This is an optimization exercise on Yosys and OpenROAD, whose aim is small area, a short achievable clock period and few clock cycles per item, not a production implementation.

==> 08-21: inputs <==
// upb_freq_codec
module upb_freq_codec (
    input             clk,
    input             rst,           
    input             in_valid,
    output            in_ready,
    input      [3:0]  in_op,         
    input             in_layout,     
    input      [31:0] in_freq,
    input      [31:0] in_fcint,
    input      [31:0] in_fcfrac,
    input      [15:0] in_dreg0,
    input      [15:0] in_dreg1,
    output            out_valid,
    output     [3:0]  out_fcause,    
    output     [31:0] out_freq,
    output     [7:0]  out_fcint,
    output     [23:0] out_fcfrac,
    output     [15:0] out_dreg0,
    output     [15:0] out_dreg1
);
export LEC_CHECK = 0
export CAP_MARGIN = 20
export CORE_MARGIN = 2
export CORE_UTILIZATION = 55
export SLEW_MARGIN = 20
create_clock -name core_clock -period 11.0 [get_ports {clk}]
standard.sh (not shown) runs the stock make flow with config.mk's settings and CLKGATE_MAP_FILE= SYNTH_SCRIPT=/design/flow/synth_recipe.tcl, a recipe that flattens the netlist after the stock synthesis.
==> flow/flow/run.sh <==
#!/bin/bash
# Standard ORFS layout (standard.sh), with the port buffers made of the smallest buffer
# and timing repair aiming below the clock period. Each step's output goes to its own log.
set -euo pipefail
export BUFFER_PORTS_ARGS="-buffer_cell sky130_fd_sc_hd__buf_1"
if [[ -f flow/margin.txt ]]; then export SETUP_SLACK_MARGIN=$(cat flow/margin.txt); fi
bash standard.sh synth > synth.log 2>&1
bash standard.sh floorplan > floorplan.log 2>&1
bash standard.sh place > place.log 2>&1
bash standard.sh cts > cts.log 2>&1
bash standard.sh route > route.log 2>&1
bash standard.sh finish > finish.log 2>&1
==> flow/flow/margin.txt <==
7.0
==> 10-19 (differences from 08-21) <==
--- a/flow/design.v
+++ b/flow/design.v
@@ -20,17 +20,16 @@
 );
     localparam [31:0] F_MIN = 32'd775_000_000;
     localparam [31:0] F_MAX = 32'd1_100_000_000;
     reg          busy;       
     reg          rdy;        
     reg          mode;       
     reg  [2:0]   cnt;
     reg  [18:0]  rem;        
-    reg  [5:0]   ttn;        
     reg  [31:0]  S;          
     reg          ov;
     reg  [2:0]   fc;
     reg          f31;        
     assign in_ready = rdy;
     assign out_valid = ov;
     assign out_fcause = {1'b0, fc};
     wire hz = (in_op == 4'hB);
@@ -73,96 +72,31 @@
             3'b100:         S_ld = {in_dreg0[15], in_dreg0[14], in_dreg0[7], in_dreg0[6], in_dreg0[5], in_dreg0[4], in_dreg0[3], in_dreg0[13], in_dreg0[12], in_dreg0[11], in_dreg0[10], in_dreg0[9], in_dreg0[8], in_dreg0[2], in_dreg0[1], in_dreg0[0], in_dreg1[15], in_dreg1[14], in_dreg1[13], in_dreg1[12], in_dreg1[11], in_dreg1[10], in_dreg1[9], in_dreg1[8], in_dreg1[7], in_dreg1[6], in_dreg1[5], in_dreg1[4], in_dreg1[3], in_dreg1[2], in_dreg1[1], in_dreg1[0]};
             default:        S_ld = {1'b0, 1'b0, 1'b0, 1'b0, 1'b0, 1'b0, 1'b0, in_dreg1[15], in_dreg1[14], in_dreg1[13], in_dreg1[12], in_dreg1[11], in_dreg1[10], in_dreg1[9], in_dreg1[8], in_dreg1[7], in_dreg1[6], in_dreg1[5], in_dreg1[4], in_dreg1[3], in_dreg1[2], in_dreg1[1], in_dreg1[0], in_dreg0[8], in_dreg0[7], in_dreg0[6], in_dreg0[5], in_dreg0[4], in_dreg0[3], in_dreg0[2], in_dreg0[1], in_dreg0[0]};
         endcase
     end
     wire [18:0] rem_ld = in_op[0] ? in_freq[30:12] : {1'b0, p0[18:1]};
     wire [22:0] T  = {rem, S[31:28]};
     wire [5:0]  tt = T[22:17];
     wire [16:0] tu = T[16:0];
-    wire [63:0] tdec;
-    assign tdec[0] = &{ttn[0], ttn[1], ttn[2], ttn[3], ttn[4], ttn[5]};
-    assign tdec[1] = &{tt[0], ttn[1], ttn[2], ttn[3], ttn[4], ttn[5]};
-    assign tdec[2] = &{ttn[0], tt[1], ttn[2], ttn[3], ttn[4], ttn[5]};
-    assign tdec[3] = &{tt[0], tt[1], ttn[2], ttn[3], ttn[4], ttn[5]};
-    assign tdec[4] = &{ttn[0], ttn[1], tt[2], ttn[3], ttn[4], ttn[5]};
-    assign tdec[5] = &{tt[0], ttn[1], tt[2], ttn[3], ttn[4], ttn[5]};
-    assign tdec[6] = &{ttn[0], tt[1], tt[2], ttn[3], ttn[4], ttn[5]};
-    assign tdec[7] = &{tt[0], tt[1], tt[2], ttn[3], ttn[4], ttn[5]};
-    assign tdec[8] = &{ttn[0], ttn[1], ttn[2], tt[3], ttn[4], ttn[5]};
-    assign tdec[9] = &{tt[0], ttn[1], ttn[2], tt[3], ttn[4], ttn[5]};
-    assign tdec[10] = &{ttn[0], tt[1], ttn[2], tt[3], ttn[4], ttn[5]};
-    assign tdec[11] = &{tt[0], tt[1], ttn[2], tt[3], ttn[4], ttn[5]};
-    assign tdec[12] = &{ttn[0], ttn[1], tt[2], tt[3], ttn[4], ttn[5]};
-    assign tdec[13] = &{tt[0], ttn[1], tt[2], tt[3], ttn[4], ttn[5]};
-    assign tdec[14] = &{ttn[0], tt[1], tt[2], tt[3], ttn[4], ttn[5]};
-    assign tdec[15] = &{tt[0], tt[1], tt[2], tt[3], ttn[4], ttn[5]};
-    assign tdec[16] = &{ttn[0], ttn[1], ttn[2], ttn[3], tt[4], ttn[5]};
-    assign tdec[17] = &{tt[0], ttn[1], ttn[2], ttn[3], tt[4], ttn[5]};
-    assign tdec[18] = &{ttn[0], tt[1], ttn[2], ttn[3], tt[4], ttn[5]};
-    assign tdec[19] = &{tt[0], tt[1], ttn[2], ttn[3], tt[4], ttn[5]};
-    assign tdec[20] = &{ttn[0], ttn[1], tt[2], ttn[3], tt[4], ttn[5]};
-    assign tdec[21] = &{tt[0], ttn[1], tt[2], ttn[3], tt[4], ttn[5]};
-    assign tdec[22] = &{ttn[0], tt[1], tt[2], ttn[3], tt[4], ttn[5]};
-    assign tdec[23] = &{tt[0], tt[1], tt[2], ttn[3], tt[4], ttn[5]};
-    assign tdec[24] = &{ttn[0], ttn[1], ttn[2], tt[3], tt[4], ttn[5]};
-    assign tdec[25] = &{tt[0], ttn[1], ttn[2], tt[3], tt[4], ttn[5]};
-    assign tdec[26] = &{ttn[0], tt[1], ttn[2], tt[3], tt[4], ttn[5]};
-    assign tdec[27] = &{tt[0], tt[1], ttn[2], tt[3], tt[4], ttn[5]};
-    assign tdec[28] = &{ttn[0], ttn[1], tt[2], tt[3], tt[4], ttn[5]};
-    assign tdec[29] = &{tt[0], ttn[1], tt[2], tt[3], tt[4], ttn[5]};
-    assign tdec[30] = &{ttn[0], tt[1], tt[2], tt[3], tt[4], ttn[5]};
-    assign tdec[31] = &{tt[0], tt[1], tt[2], tt[3], tt[4], ttn[5]};
-    assign tdec[32] = &{ttn[0], ttn[1], ttn[2], ttn[3], ttn[4], tt[5]};
-    assign tdec[33] = &{tt[0], ttn[1], ttn[2], ttn[3], ttn[4], tt[5]};
-    assign tdec[34] = &{ttn[0], tt[1], ttn[2], ttn[3], ttn[4], tt[5]};
-    assign tdec[35] = &{tt[0], tt[1], ttn[2], ttn[3], ttn[4], tt[5]};
-    assign tdec[36] = &{ttn[0], ttn[1], tt[2], ttn[3], ttn[4], tt[5]};
-    assign tdec[37] = &{tt[0], ttn[1], tt[2], ttn[3], ttn[4], tt[5]};
-    assign tdec[38] = &{ttn[0], tt[1], tt[2], ttn[3], ttn[4], tt[5]};
-    assign tdec[39] = &{tt[0], tt[1], tt[2], ttn[3], ttn[4], tt[5]};
-    assign tdec[40] = &{ttn[0], ttn[1], ttn[2], tt[3], ttn[4], tt[5]};
-    assign tdec[41] = &{tt[0], ttn[1], ttn[2], tt[3], ttn[4], tt[5]};
-    assign tdec[42] = &{ttn[0], tt[1], ttn[2], tt[3], ttn[4], tt[5]};
-    assign tdec[43] = &{tt[0], tt[1], ttn[2], tt[3], ttn[4], tt[5]};
-    assign tdec[44] = &{ttn[0], ttn[1], tt[2], tt[3], ttn[4], tt[5]};
-    assign tdec[45] = &{tt[0], ttn[1], tt[2], tt[3], ttn[4], tt[5]};
-    assign tdec[46] = &{ttn[0], tt[1], tt[2], tt[3], ttn[4], tt[5]};
-    assign tdec[47] = &{tt[0], tt[1], tt[2], tt[3], ttn[4], tt[5]};
-    assign tdec[48] = &{ttn[0], ttn[1], ttn[2], ttn[3], tt[4], tt[5]};
-    assign tdec[49] = &{tt[0], ttn[1], ttn[2], ttn[3], tt[4], tt[5]};
-    assign tdec[50] = &{ttn[0], tt[1], ttn[2], ttn[3], tt[4], tt[5]};
-    assign tdec[51] = &{tt[0], tt[1], ttn[2], ttn[3], tt[4], tt[5]};
-    assign tdec[52] = &{ttn[0], ttn[1], tt[2], ttn[3], tt[4], tt[5]};
-    assign tdec[53] = &{tt[0], ttn[1], tt[2], ttn[3], tt[4], tt[5]};
-    assign tdec[54] = &{ttn[0], tt[1], tt[2], ttn[3], tt[4], tt[5]};
-    assign tdec[55] = &{tt[0], tt[1], tt[2], ttn[3], tt[4], tt[5]};
-    assign tdec[56] = &{ttn[0], ttn[1], ttn[2], tt[3], tt[4], tt[5]};
-    assign tdec[57] = &{tt[0], ttn[1], ttn[2], tt[3], tt[4], tt[5]};
-    assign tdec[58] = &{ttn[0], tt[1], ttn[2], tt[3], tt[4], tt[5]};
-    assign tdec[59] = &{tt[0], tt[1], ttn[2], tt[3], tt[4], tt[5]};
-    assign tdec[60] = &{ttn[0], ttn[1], tt[2], tt[3], tt[4], tt[5]};
-    assign tdec[61] = &{tt[0], ttn[1], tt[2], tt[3], tt[4], tt[5]};
-    assign tdec[62] = &{ttn[0], tt[1], tt[2], tt[3], tt[4], tt[5]};
-    assign tdec[63] = &{tt[0], tt[1], tt[2], tt[3], tt[4], tt[5]};
-    wire [63:0] jlo_dec = tdec;
+    wire [63:0] jlo_dec = {{63{1'b0}}, 1'b1} << tt;
     wire [4:0] jlo;
     assign jlo[0] = |(jlo_dec & 64'h136c9b26c);
     assign jlo[1] = |(jlo_dec & 64'h1c70e3c70);
     assign jlo[2] = |(jlo_dec & 64'h7f03f80);
     assign jlo[3] = |(jlo_dec & 64'h7ffc000);
     assign jlo[4] = |(jlo_dec & 64'h1f8000000);
-    wire [63:0] jhi_dec = tdec;
+    wire [63:0] jhi_dec = {{63{1'b0}}, 1'b1} << tt;
     wire [4:0] jhi;
     assign jhi[0] = |(jhi_dec & 64'hfffffffec9364d93);
     assign jhi[1] = |(jhi_dec & 64'hf1c78e1c);
     assign jhi[2] = |(jhi_dec & 64'h101f80fe0);
     assign jhi[3] = |(jhi_dec & 64'h1fff000);
     assign jhi[4] = |(jhi_dec & 64'h1fe000000);
-    wire [63:0] ra_dec = tdec;
+    wire [63:0] ra_dec = {{63{1'b0}}, 1'b1} << tt;
     wire [17:0] ra;
     assign ra[0] = |(ra_dec & 64'h136c9b26c);
     assign ra[1] = |(ra_dec & 64'hf1c78e1c);
     assign ra[2] = |(ra_dec & 64'h1f03f81fc);
     assign ra[3] = |(ra_dec & 64'hc6c9cd90);
     assign ra[4] = |(ra_dec & 64'h1ce38438c);
     assign ra[5] = |(ra_dec & 64'h3e07c07c);
     assign ra[6] = |(ra_dec & 64'hc8c98d90);
@@ -172,17 +106,17 @@
     assign ra[10] = |(ra_dec & 64'h1c638438c);
     assign ra[11] = |(ra_dec & 64'h108ce7210);
     assign ra[12] = |(ra_dec & 64'h139c6318c);
     assign ra[13] = |(ra_dec & 64'h107c1f07c);
     assign ra[14] = |(ra_dec & 64'h1c909bd90);
     assign ra[15] = |(ra_dec & 64'hc738738c);
     assign ra[16] = |(ra_dec & 64'h109ce4210);
     assign ra[17] = |(ra_dec & 64'ha4a5294a);
-    wire [63:0] rb_dec = tdec;
+    wire [63:0] rb_dec = {{63{1'b0}}, 1'b1} << tt;
     wire [18:0] rb;
     assign rb[0] = |(rb_dec & 64'hfffffffec9364d93);
     assign rb[1] = |(rb_dec & 64'hfffffffe38f1c38f);
     assign rb[2] = |(rb_dec & 64'hfffffffff80fc07f);
     assign rb[3] = |(rb_dec & 64'h13136726c);
     assign rb[4] = |(rb_dec & 64'hfffffffef70e31e3);
     assign rb[5] = |(rb_dec & 64'hfffffffe0f01f01f);
     assign rb[6] = |(rb_dec & 64'h13636426c);
@@ -274,25 +208,23 @@
         if (rst)       rdy <= 1'b1;
         else if (busy) rdy <= last | abort;
         else           rdy <= ~(in_valid & go);
     end
     always @(posedge clk) begin
         if (busy) begin
             cnt <= cnt + 3'd1;
             rem <= rem_st;
-            ttn <= ~rem_st[18:13];
             S   <= mode ? {S[27:1], first ? dq[4] : S[0], dq[3:0]} : {S[23:0], ms[7:0]};
             if (first & mode & fbad) fc <= 3'b110;
         end else begin
             mode <= in_op[0];
             cnt  <= 3'd0;
             fc   <= {r_flt, ill | r_flt, r_flt};
             f31  <= in_freq[31];
             rem  <= rem_ld;
-            ttn  <= ~rem_ld[18:13];
             S    <= S_ld;
         end
     end
     assign {out_fcint, out_fcfrac} = {S[31], S[30], S[24], S[23], S[22], S[21], S[20], S[19], S[29], S[28], S[27], S[26], S[25], S[18], S[17], S[16], S[15], S[14], S[13], S[12], S[11], S[10], S[9], S[8], S[7], S[6], S[5], S[4], S[3], S[2], S[1], S[0]};
     assign {out_dreg0, out_dreg1}  = {S[7], S[6], S[15], S[14], S[13], S[12], S[11], S[10], S[5], S[4], S[3], S[2], S[1], S[9], S[8], S[23], S[22], S[21], S[20], S[19], S[18], S[17], S[16], S[31], S[30], S[29], S[28], S[27], S[26], S[25], S[24], S[0]};
     assign out_freq = {1'b0, rem[17:0], S[7], S[6], S[5], S[4], S[3], S[2], S[1], S[0], S[15], S[14], S[13], S[12], S[11]};    
 endmodule
==> metrics.cfg <==
[global_route]
groute.usage.overall=0.3909
grt_max_degree=71

[status]
outcome=timing/DRC/antenna clean

[die]
initial_core_util=0.5614

Source of the figures above: 10-19

==> metrics.cfg <==
[routing]
dr_wl_met3_mm=4.106

[global_route]
groute.usage.overall=0.4137
grt_max_degree=60

[cells_and_area]
seq_area_um2=1470

[status]
outcome=timing/DRC/antenna clean

Source of the figures above: 08-21

Function was not checked in any run of this note: the RTL went through the layout flow alone.

-- afterwards: timing with drivers on the ports --
How much do the figures lean on ideal ports? The routed layouts below were timed once more, with nothing changed but the port constraints.
Step 1, drivers: a clkbuf_16 drives clk and a buf_2 each remaining input, both assumed.
Step 2 also shifts input and output timing later by t, the mid clock arrival at the registers, as if the neighbouring blocks saw the same clock.
Three values: no drivers, after step 1, after step 2; two values: the first two.
run | t (ns) | slack for setup (ns) | worst setup path at the end
08-21 | 0.393 | 6.769 / 6.769 / 6.698 | input to register
10-19 | 0.391 | 6.914 / 6.914 / 6.730 | input to register
After both steps setup and hold are still met in every run listed. The setup slack of 10-19, which loses most, moves by 0.000 ns with the drivers and by -0.184 ns with both steps.
